What follows belongs to an exercise in optimizing a design on an open flow for small area, a short achievable clock period and few clock cycles per item; a production flow would make more cautious choices.
RTL that was checked went through simulation tests only; none was proved equivalent to the original.

== the previous run ==
==> module chirp_radar_ranger, before the edit <==
module chirp_radar_ranger (
    input  wire        clk,
    input  wire        rst,
    input  wire        key_valid,
    input  wire [7:0]  key_char,
    input  wire        in_valid,
    output wire        in_ready,
    input  wire [15:0] mic,
    input  wire [31:0] now,
    output reg         out_valid,
    input  wire        out_ready,
    output wire [15:0] out_left,
    output reg         out_last,
    output reg         ev_valid,
    output reg         ev_kind,       
    output reg  [7:0]  ev_char,
    output wire [5:0]  ev_index,
    output reg  [13:0] ev_dist,       
    output wire [27:0] ev_amp
);
    localparam N          = 64;
    localparam R          = 16;
    localparam [23:0] TX_PERIOD_HI = 24'd1;    
    reg        rdy;             
    reg  [5:0] icnt;            
    assign in_ready = rdy;
    wire acc = in_valid && rdy;
    reg        v0;
    reg [15:0] mic0;
    reg [31:0] now0;
    reg        k0v;
    reg  [7:0] k0c;
    reg        key_pend;
    reg  [7:0] key_q;
    reg [31:0] next_tx;
    reg        armed;           
    reg  [5:0] zero_off;
    reg        blk_tx;          
    reg        blk_det;         
    reg        busy;            
    reg        recal_q;         
    reg        warn_q;          
    reg  [3:0] tail;            
    reg        tail_act;        
    reg        rep_v;           
    reg  [6:0] rep_rel;         
    wire first0 = (icnt == 6'd1);
    wire last0  = (icnt == 6'd0);
    wire lagok0 = (icnt >= R) || (icnt == 6'd0);      
    wire step   = v0 && first0;
    wire fired   = (now0 >= next_tx);
    wire det_now = armed && !fired;
    wire is_r    = (key_q == 8'h72);
    wire       tx_now  = step ? fired : blk_tx;
    reg  [7:0] chirp_n;         
    always @(*) begin
        case (icnt[3:0])
            4'd0:  chirp_n = 8'sd0;     4'd1:  chirp_n = 8'sd39;    4'd2:  chirp_n = 8'sd87;
            4'd3:  chirp_n = 8'sd119;   4'd4:  chirp_n = 8'sd92;    4'd5:  chirp_n = -8'sd9;
            4'd6:  chirp_n = -8'sd112;  4'd7:  chirp_n = -8'sd75;   4'd8:  chirp_n = 8'sd82;
            4'd9:  chirp_n = 8'sd86;    4'd10: chirp_n = -8'sd97;   4'd11: chirp_n = -8'sd35;
            4'd12: chirp_n = 8'sd118;   4'd13: chirp_n = -8'sd89;   4'd14: chirp_n = 8'sd8;
            default: chirp_n = 8'sd63;
        endcase
    end
    wire [7:0] left_nx = (tx_now && icnt < R) ? chirp_n : 8'd0;
    wire       last_nx = (icnt == N - 1);
    reg  [7:0] left_q;
    reg  [7:0] sk_left;
    reg        sk_last;
    assign out_left = {{8{left_q[7]}}, left_q};
    wire main_free = !out_valid || out_ready;
    always @(posedge clk) begin
        if (rst) begin
            rdy       <= 1'b0;
            out_valid <= 1'b0;
            icnt      <= 6'd0;
        end else begin
            rdy <= 1'b1;
            if (!rdy) begin
                if (main_free && out_valid) begin
                    left_q   <= sk_left;
                    out_last <= sk_last;
                end else if (out_valid) begin
                    rdy <= 1'b0;
                end
            end else if (acc) begin
                icnt <= icnt + 6'd1;
                if (main_free) begin
                    out_valid <= 1'b1;
                    left_q    <= left_nx;
                    out_last  <= last_nx;
                end else begin
                    sk_left <= left_nx;
                    sk_last <= last_nx;
                    rdy     <= 1'b0;
                end
            end else if (main_free) begin
                out_valid <= 1'b0;
            end
        end
    end
    always @(posedge clk) begin
        if (rst) begin
            v0  <= 1'b0;
            k0v <= 1'b0;
        end else begin
            v0  <= acc;
            k0v <= key_valid;
        end
        k0c  <= key_char;
        mic0 <= tail_nx ? 16'd0 : mic;
        now0 <= now;
    end
    wire        c_done;
    wire [5:0]  c_idx;
    wire [27:0] c_amp;
    wire        in_tail = tail_act;
    wire        tail_go = v0 && last0 && blk_det;
    wire        tail_nx = tail_go || (tail_act && tail != 4'd1);
    wire        c_shift = (v0 && (first0 || blk_det)) || in_tail;
    wire        c_lag   = (v0 && !first0 && blk_det && lagok0) || in_tail;
    wire        c_first = !in_tail && (icnt == R);
    wire        c_last  = (tail == 4'd1);
    assign ev_index = c_idx;
    assign ev_amp   = c_amp;
    chirp_correlator u_corr (
        .clk       (clk),
        .rst       (rst),
        .shift_en  (c_shift),
        .x         (mic0),
        .lag_v     (c_lag),
        .lag_first (c_first),
        .lag_last  (c_last),
        .done      (c_done),
        .best_idx  (c_idx),
        .best_amp  (c_amp)
    );
    always @(posedge clk) begin
        if (rst) begin
            key_pend  <= 1'b0;
            key_q     <= 8'd0;
            next_tx   <= 32'd0;
            armed     <= 1'b0;
            zero_off  <= 6'd0;
            blk_tx    <= 1'b0;
            blk_det   <= 1'b0;
            busy      <= 1'b0;
            recal_q   <= 1'b0;
            warn_q    <= 1'b0;
            tail      <= 4'd0;
            tail_act  <= 1'b0;
            rep_v     <= 1'b0;
            ev_valid  <= 1'b0;
        end else begin
            ev_valid <= 1'b0;
            rep_v    <= 1'b0;
            if (step) begin
                blk_tx  <= fired;
                blk_det <= det_now;
                armed   <= fired;
                if (fired)
                    next_tx <= {now0[31:8] + TX_PERIOD_HI, now0[7:0]};
                if (det_now)
                    busy <= 1'b1;
                if (key_pend && !is_r) begin
                    ev_char <= key_q;
                    if (busy)
                        warn_q <= 1'b1;
                    else begin
                        ev_valid <= 1'b1;
                        ev_kind  <= 1'b0;
                    end
                end
                if (key_pend && is_r) begin
                    if ((busy && !rep_v) || det_now)
                        recal_q <= 1'b1;
                    else
                        zero_off <= c_idx;
                end
            end
            tail_act <= tail_nx;
            if (tail_go)
                tail <= R - 1;
            else if (in_tail)
                tail <= tail - 4'd1;
            if (c_done) begin
                rep_v   <= 1'b1;
                rep_rel <= {1'b0, c_idx} - {1'b0, zero_off};
            end
            if (rep_v) begin
                busy      <= 1'b0;
                ev_valid  <= 1'b1;
                ev_kind   <= 1'b1;
                ev_dist   <= {{7{rep_rel[6]}}, rep_rel} * 14'd85;
                if (recal_q) begin
                    zero_off <= c_idx;
                    recal_q  <= 1'b0;
                end
            end
            if (warn_q && !busy) begin
                ev_valid <= 1'b1;
                ev_kind  <= 1'b0;
                warn_q   <= 1'b0;
            end
            if (k0v) begin
                key_pend <= 1'b1;
                key_q    <= k0c;
            end else if (step) begin
                key_pend <= 1'b0;
            end
        end
    end
endmodule
export LEC_CHECK = 0
export CAP_MARGIN = 20
export CORE_MARGIN = 2
export CORE_UTILIZATION = 40
export CTS_CLUSTER_DIAMETER = 90
export CTS_CLUSTER_SIZE = 30
export SLEW_MARGIN = 20
export SYNTH_HIERARCHICAL = 1
create_clock -name core_clock -period 13.0 [get_ports {clk}]
standard.sh (not shown) runs the stock make flow with config.mk's settings and CLKGATE_MAP_FILE= SYNTH_SCRIPT=/design/flow/synth_recipe.tcl, a recipe that flattens the netlist after the stock synthesis.
==> flow/flow/run.sh <==
#!/bin/bash
# The standard layout (the standard.sh: the standard synthesis,
# floorplan, placement, CTS, routing) at the design's clock period and
# constraints, with two settings passed on to ORFS:
#  - SETUP_SLACK_MARGIN: the resizer's setup repair aims for this much
#    slack, so it works the paths down towards the period the design can
#    reach rather than stopping once the design's period is met;
#  - BUFFER_PORTS_ARGS: the cell used for the buffer every port gets.
# The make output goes to standard_make.log; ORFS's own logs are kept under
# orfs/logs.
set -euo pipefail
MARGIN=$(cat flow/margin.txt)
PORTBUF=$(cat flow/portbuf.txt)
bash standard.sh "SETUP_SLACK_MARGIN=$MARGIN" "BUFFER_PORTS_ARGS=-buffer_cell $PORTBUF" finish > standard_make.log 2>&1
==> flow/flow/margin.txt <==
9.1
==> flow/flow/portbuf.txt <==
sky130_fd_sc_hd__buf_1
Input changes introduced in the current run (baseline for comparison: the previous run):
diff --git a/flow/design.v b/flow/design.v
--- a/flow/design.v
+++ b/flow/design.v
@@ -896,9 +896,9 @@
     reg [15:0] mic0;
     reg [31:0] now0;
-    reg        k0v;
-    reg  [7:0] k0c;
-    reg        key_pend;
+    reg        key_pend;        
     reg  [7:0] key_q;
+    reg        key0;            
     reg [31:0] next_tx;
+    reg        nt_set;          
     reg        armed;           
     reg  [5:0] zero_off;
@@ -916,19 +916,11 @@
     wire lagok0 = (icnt >= R) || (icnt == 6'd0);      
     wire step   = v0 && first0;
-    wire fired   = (now0 >= next_tx);
+    wire fired   = !nt_set || (now0 >= next_tx);      
     wire det_now = armed && !fired;
-    wire is_r    = (key_q == 8'h72);
+    wire is_r    = (ev_char == 8'h72);
     wire       tx_now  = step ? fired : blk_tx;
-    reg  [7:0] chirp_n;         
-    always @(*) begin
-        case (icnt[3:0])
-            4'd0:  chirp_n = 8'sd0;     4'd1:  chirp_n = 8'sd39;    4'd2:  chirp_n = 8'sd87;
-            4'd3:  chirp_n = 8'sd119;   4'd4:  chirp_n = 8'sd92;    4'd5:  chirp_n = -8'sd9;
-            4'd6:  chirp_n = -8'sd112;  4'd7:  chirp_n = -8'sd75;   4'd8:  chirp_n = 8'sd82;
-            4'd9:  chirp_n = 8'sd86;    4'd10: chirp_n = -8'sd97;   4'd11: chirp_n = -8'sd35;
-            4'd12: chirp_n = 8'sd118;   4'd13: chirp_n = -8'sd89;   4'd14: chirp_n = 8'sd8;
-            default: chirp_n = 8'sd63;
-        endcase
-    end
+    localparam [127:0] CHIRP_TAB = {8'h3F, 8'h08, 8'hA7, 8'h76, 8'hDD, 8'h9F, 8'h56, 8'h52,
+                                    8'hB5, 8'h90, 8'hF7, 8'h5C, 8'h77, 8'h57, 8'h27, 8'h00};
+    wire [7:0] chirp_n = CHIRP_TAB[{icnt[3:0], 3'b000} +: 8];      
     wire [7:0] left_nx = (tx_now && icnt < R) ? chirp_n : 8'd0;
     wire       last_nx = (icnt == N - 1);
@@ -969,12 +961,8 @@
     end
     always @(posedge clk) begin
-        if (rst) begin
-            v0  <= 1'b0;
-            k0v <= 1'b0;
-        end else begin
-            v0  <= acc;
-            k0v <= key_valid;
-        end
-        k0c  <= key_char;
+        if (rst)
+            v0 <= 1'b0;
+        else
+            v0 <= acc;
         mic0 <= tail_nx ? 16'd0 : mic;
         now0 <= now;
@@ -1007,6 +995,5 @@
         if (rst) begin
             key_pend  <= 1'b0;
-            key_q     <= 8'd0;
-            next_tx   <= 32'd0;
+            nt_set    <= 1'b0;
             armed     <= 1'b0;
             zero_off  <= 6'd0;
@@ -1027,10 +1014,11 @@
                 blk_det <= det_now;
                 armed   <= fired;
-                if (fired)
+                if (fired) begin
                     next_tx <= {now0[31:8] + TX_PERIOD_HI, now0[7:0]};
+                    nt_set  <= 1'b1;
+                end
                 if (det_now)
                     busy <= 1'b1;
-                if (key_pend && !is_r) begin
-                    ev_char <= key_q;
+                if (key0 && !is_r) begin
                     if (busy)
                         warn_q <= 1'b1;
@@ -1040,5 +1028,5 @@
                     end
                 end
-                if (key_pend && is_r) begin
+                if (key0 && is_r) begin
                     if ((busy && !rep_v) || det_now)
                         recal_q <= 1'b1;
@@ -1071,8 +1059,12 @@
                 warn_q   <= 1'b0;
             end
-            if (k0v) begin
+            if (acc && icnt == 6'd0) begin
+                key0    <= key_pend;
+                ev_char <= key_q;
+            end
+            if (key_valid) begin
                 key_pend <= 1'b1;
-                key_q    <= k0c;
-            end else if (step) begin
+                key_q    <= key_char;
+            end else if (acc && icnt == 6'd0) begin
                 key_pend <= 1'b0;
             end
--- outcome ---
Changes observed in the current run relative to the previous run: multiplexer share of the synthesized area has decreased; fraction of standard cell area that is sequential has increased; critical path depth has increased; total standard cell area after synthesis has decreased. Detailed-routing wirelength on met1 (the current run vs. the previous run) increases slightly.
Testbench counts of the current run, summed over its fixed seeds: cycles 32,776, items 32,768.
For the previous run, only the layout was checked, not whether the RTL still works.

-- re-timing with driven ports --
In the flow no input, the clock included, has a driving cell. The finished layouts below were timed again as built, in two steps.
Step 1, drivers: a clkbuf_16 drives clk and a buf_2 each remaining input, both assumed.
Step 2 adds t to the input delays and takes it off the output delays; t is the mean of the earliest and latest rising clock arrival at the registers after step 1. Input paths then give back, and output paths get back, about the clock's delay inside the block.
Three values: ideal, step 1, step 2; two values: the first two.
run | t (ns) | setup slack, ns | hold WS [ns] | worst setup path at the end
the previous run | 0.699 | 9.090 / 9.025 / 8.610 | 0.345 / 0.345 / 0.345 | input to register
the current run | 0.637 | 9.138 / 9.083 / 8.879 | 0.352 / 0.352 / 0.352 | input to register
After both steps setup and hold are still met in every run listed. For the previous run, which loses most, drivers alone change the setup slack by -0.065 ns; drivers and shift together by -0.480 ns.
